Background: an optimization exercise with open tools, aiming at small area, a short achievable clock period and few clock cycles. Do not read the settings as production practice. RTL that was checked went through simulation tests only; none was proved equivalent to the original. Power and IR drop assume default switching activity.

## main
Design dvb_voice, start of the top module:
module dvb_voice (
    input  wire        clk,
    input  wire        rst,
    input  wire        cfg_we,
    input  wire [6:0]  cfg_addr,
    input  wire [7:0]  cfg_data,
    input  wire        cmd_valid,
    output wire        cmd_ready,
    input  wire [1:0]  cmd_op,
    input  wire [6:0]  cmd_note,
    input  wire [6:0]  cmd_vel,
    input  wire [15:0] cmd_count,
    output wire        out_valid,
    input  wire        out_ready,
    output wire [15:0] out_sample,
    output wire        active
);
make LEC_CHECK=0 ABC_AREA=1 ABC_CLOCK_PERIOD_IN_PS=100000 CAP_MARGIN=20 CORE_MARGIN=2 CORE_UTILIZATION=40 CTS_BUF_LIST=sky130_fd_sc_hd__clkbuf_8 PLACE_DENSITY=0.6 SLEW_MARGIN=20 finish   # period 180.0 ns
run.sh (not shown) runs the stock make flow with config.mk's settings and CLKGATE_MAP_FILE= SYNTH_SCRIPT=/design/flow/synth_recipe.tcl, a recipe that flattens the netlist after the stock synthesis.
Testbench counts of main, summed over its fixed seeds: cycles 646,383.
[inputs] the feature branch vs main
--- a/flow/design.v
+++ b/flow/design.v
@@ -585,54 +585,50 @@
     wire        tick_due = tick_c | tick_dc;
     wire [15:0] fl_dec;
     wire        fl_co;
     dvb_rca #(16) u_fl (.a(frames_left), .b(16'hffff), .ci(1'b0), .s(fl_dec), .co(fl_co));
     reg [1:0]  ctl;
     reg        cmd_ready_q;
     reg        out_valid_q;     
     reg        ov;              
     reg [15:0] out_sample_q;
-    reg        sv;              
-    reg [15:0] skid;
     reg [15:0] frames_left;     
     reg [1:0]  op_q;
     reg        ticked;
     assign cmd_ready  = cmd_ready_q;
     assign out_valid  = out_valid_q;
     assign out_sample = out_sample_q;
     wire fl_zero    = (frames_left == 16'd0);
     wire need_tick  = !ticked && env_state[2] && tick_due;
-    wire prod_slot  = (ctl == C_RENDER) && !sv && !fl_zero;
+    wire prod_slot  = (ctl == C_RENDER) && !fl_zero;
     wire prod_frame = prod_slot && !need_tick;
     wire do_tick    = prod_slot && need_tick && eng_ready;
-    wire [15:0] new_sample = sample;
     wire o_free     = ~ov | out_ready;
+    wire prod       = prod_frame & o_free;
     always @(posedge clk) begin
         if (rst) begin
             active_q <= 1'b0;
         end else if (ctl == C_CMD) begin
             if (op_q == 2'd0)
                 active_q <= 1'b1;
             else if (op_q == 2'd1 && env_state[1:0] != 2'b11 && release_length == 8'd0)
                 active_q <= 1'b0;
         end else if (do_tick) begin
             active_q <= st_n[2];
         end
     end
     always @(posedge clk) begin
         if (rst) begin
             ctl         <= C_IDLE;
             cmd_ready_q <= 1'b1;
             out_valid_q <= 1'b0;
             ov          <= 1'b0;
-            sv          <= 1'b0;
             ticked      <= 1'b0;
-            tick_acc    <= 16'd0;
             env_state   <= ENV_OFF;
         end else begin
             case (ctl)
                 C_IDLE: begin
                     if (cmd_valid) begin
                         cmd_ready_q <= 1'b0;
                         ctl         <= (cmd_op == 2'd2) ? C_RENDER : C_CMD;
                     end
                 end
@@ -667,48 +663,42 @@
                 C_NOTEON: begin
                     if (ust == U_DONE && !eng_next) begin
                         ctl         <= C_IDLE;
                         cmd_ready_q <= 1'b1;
                     end
                 end
                 default: begin    
                     if (do_tick) begin
                         ticked    <= 1'b1;
-                        tick_acc  <= tick_dif;
                         env_state <= st_n;
                     end
-                    if (prod_frame) begin
+                    if (prod)
                         ticked <= 1'b0;
-                        if (env_state[2] && !ticked)
-                            tick_acc <= tick_sum;
-                    end
                     if (o_free) begin
-                        ov          <= sv | prod_frame;
-                        out_valid_q <= sv | prod_frame;
-                        sv          <= 1'b0;
-                        if (fl_zero && !sv) begin
+                        ov          <= prod_frame;
+                        out_valid_q <= prod_frame;
+                        if (fl_zero) begin
                             ctl         <= C_IDLE;
                             cmd_ready_q <= 1'b1;
                         end
-                    end else if (prod_frame) begin
-                        sv <= 1'b1;
                     end
                 end
             endcase
         end
     end
+    wire        ta_en  = rst | do_tick | (prod & env_state[2] & !ticked);
+    wire [15:0] ta_val = (do_tick ? tick_dif : tick_sum) & {16{~rst}};
+    always @(posedge clk)
+        if (ta_en)
+            tick_acc <= ta_val;
     always @(posedge clk) begin
-        if (ctl == C_RENDER) begin
-            if (o_free && (sv || prod_frame))
-                out_sample_q <= sv ? skid : new_sample;
-            if (!o_free && prod_frame)
-                skid <= new_sample;
-        end
+        if (prod)
+            out_sample_q <= sample;
         case (ctl)
             C_IDLE: begin
                 frames_left <= cmd_count;
                 op_q        <= cmd_op;
                 if (cmd_valid && cmd_op == 2'd0) begin
                     base_note <= cmd_note;
                     velocity  <= cmd_vel;
                 end
             end
@@ -752,19 +742,19 @@
                         arp_index      <= ai_n;
                         seq_counter    <= sc_n;
                         seq_step       <= ss_n;
                         active_wave    <= aw_n;
                         phase          <= phase & wave_mask(aw_n);
                         phase_inc      <= pin;
                         vol_vel        <= acc[28:0];
                     end
                 end
-                if (prod_frame) begin
+                if (prod) begin
                     frames_left <= fl_dec;
                     if (env_state[2])
                         phase <= ph_sum & wave_mask(active_wave);
                 end
             end
         endcase
     end
     always @(posedge clk) begin
         if (rst) begin
Results
Per the final summary, the feature branch finished and its layout is clean on timing, DRC and antenna.
main: flow completed, timing, DRC and antenna clean
Of main and the feature branch, main shows the higher clock tree buffer count of the final layout, with the feature branch below it.
In the feature branch relative to main, register bit total from synthesis had gone down by a few percent.
Between the feature branch and main, it is the feature branch whose utilization is lower, by 0.27 points.
Detail-routed net length per standard cell | the feature branch above main
Count of pins on the block boundary came out exactly the same in main and the feature branch.
Maximum frequency shrinks by a few percent when moving from main to the feature branch.
Going from main to the feature branch, number of flip-flops and latches shrinks by 17.
In the metrics for main and the feature branch, the one carrying the higher final total power is the feature branch.
The feature branch vs. main: total routing usage reported by global routing +0.18 points, final-layout non-clock buffer area share ~0 delta.
Sort main and the feature branch by sequential cell area share asc -> top: the feature branch
Only the layout flow was run in the feature branch; the RTL was not checked for function there.

-- afterwards: timing with drivers on the ports --
The flow's constraints put no driver on any port. The routed layouts listed below were extracted and timed again, unchanged, in two steps.
Step 1 sets driving cells, clkbuf_16 on the clock port and buf_2 on the other inputs (assumed; they add their load-dependent delay and slew).
Step 2 adds t to the input delays and takes it off the output delays; t is the mean of the earliest and latest rising clock arrival at the registers after step 1. Input paths then give back, and output paths get back, about the clock's delay inside the block.
Three values: ideal, step 1, step 2; two values: the first two.
run	shift t [ns]	setup WS [ns]	worst setup path at the end	clock arrival spread, ns
main	0.832	142.187 / 142.122 / 141.626	input to register	0.047 / 0.047
the feature branch	0.811	141.046 / 141.083 / 140.271	input to register	0.049 / 0.049
After both steps every run listed still meets setup and hold. For the feature branch, which loses most, drivers alone change the setup slack by +0.037 ns; drivers and shift together by -0.775 ns.
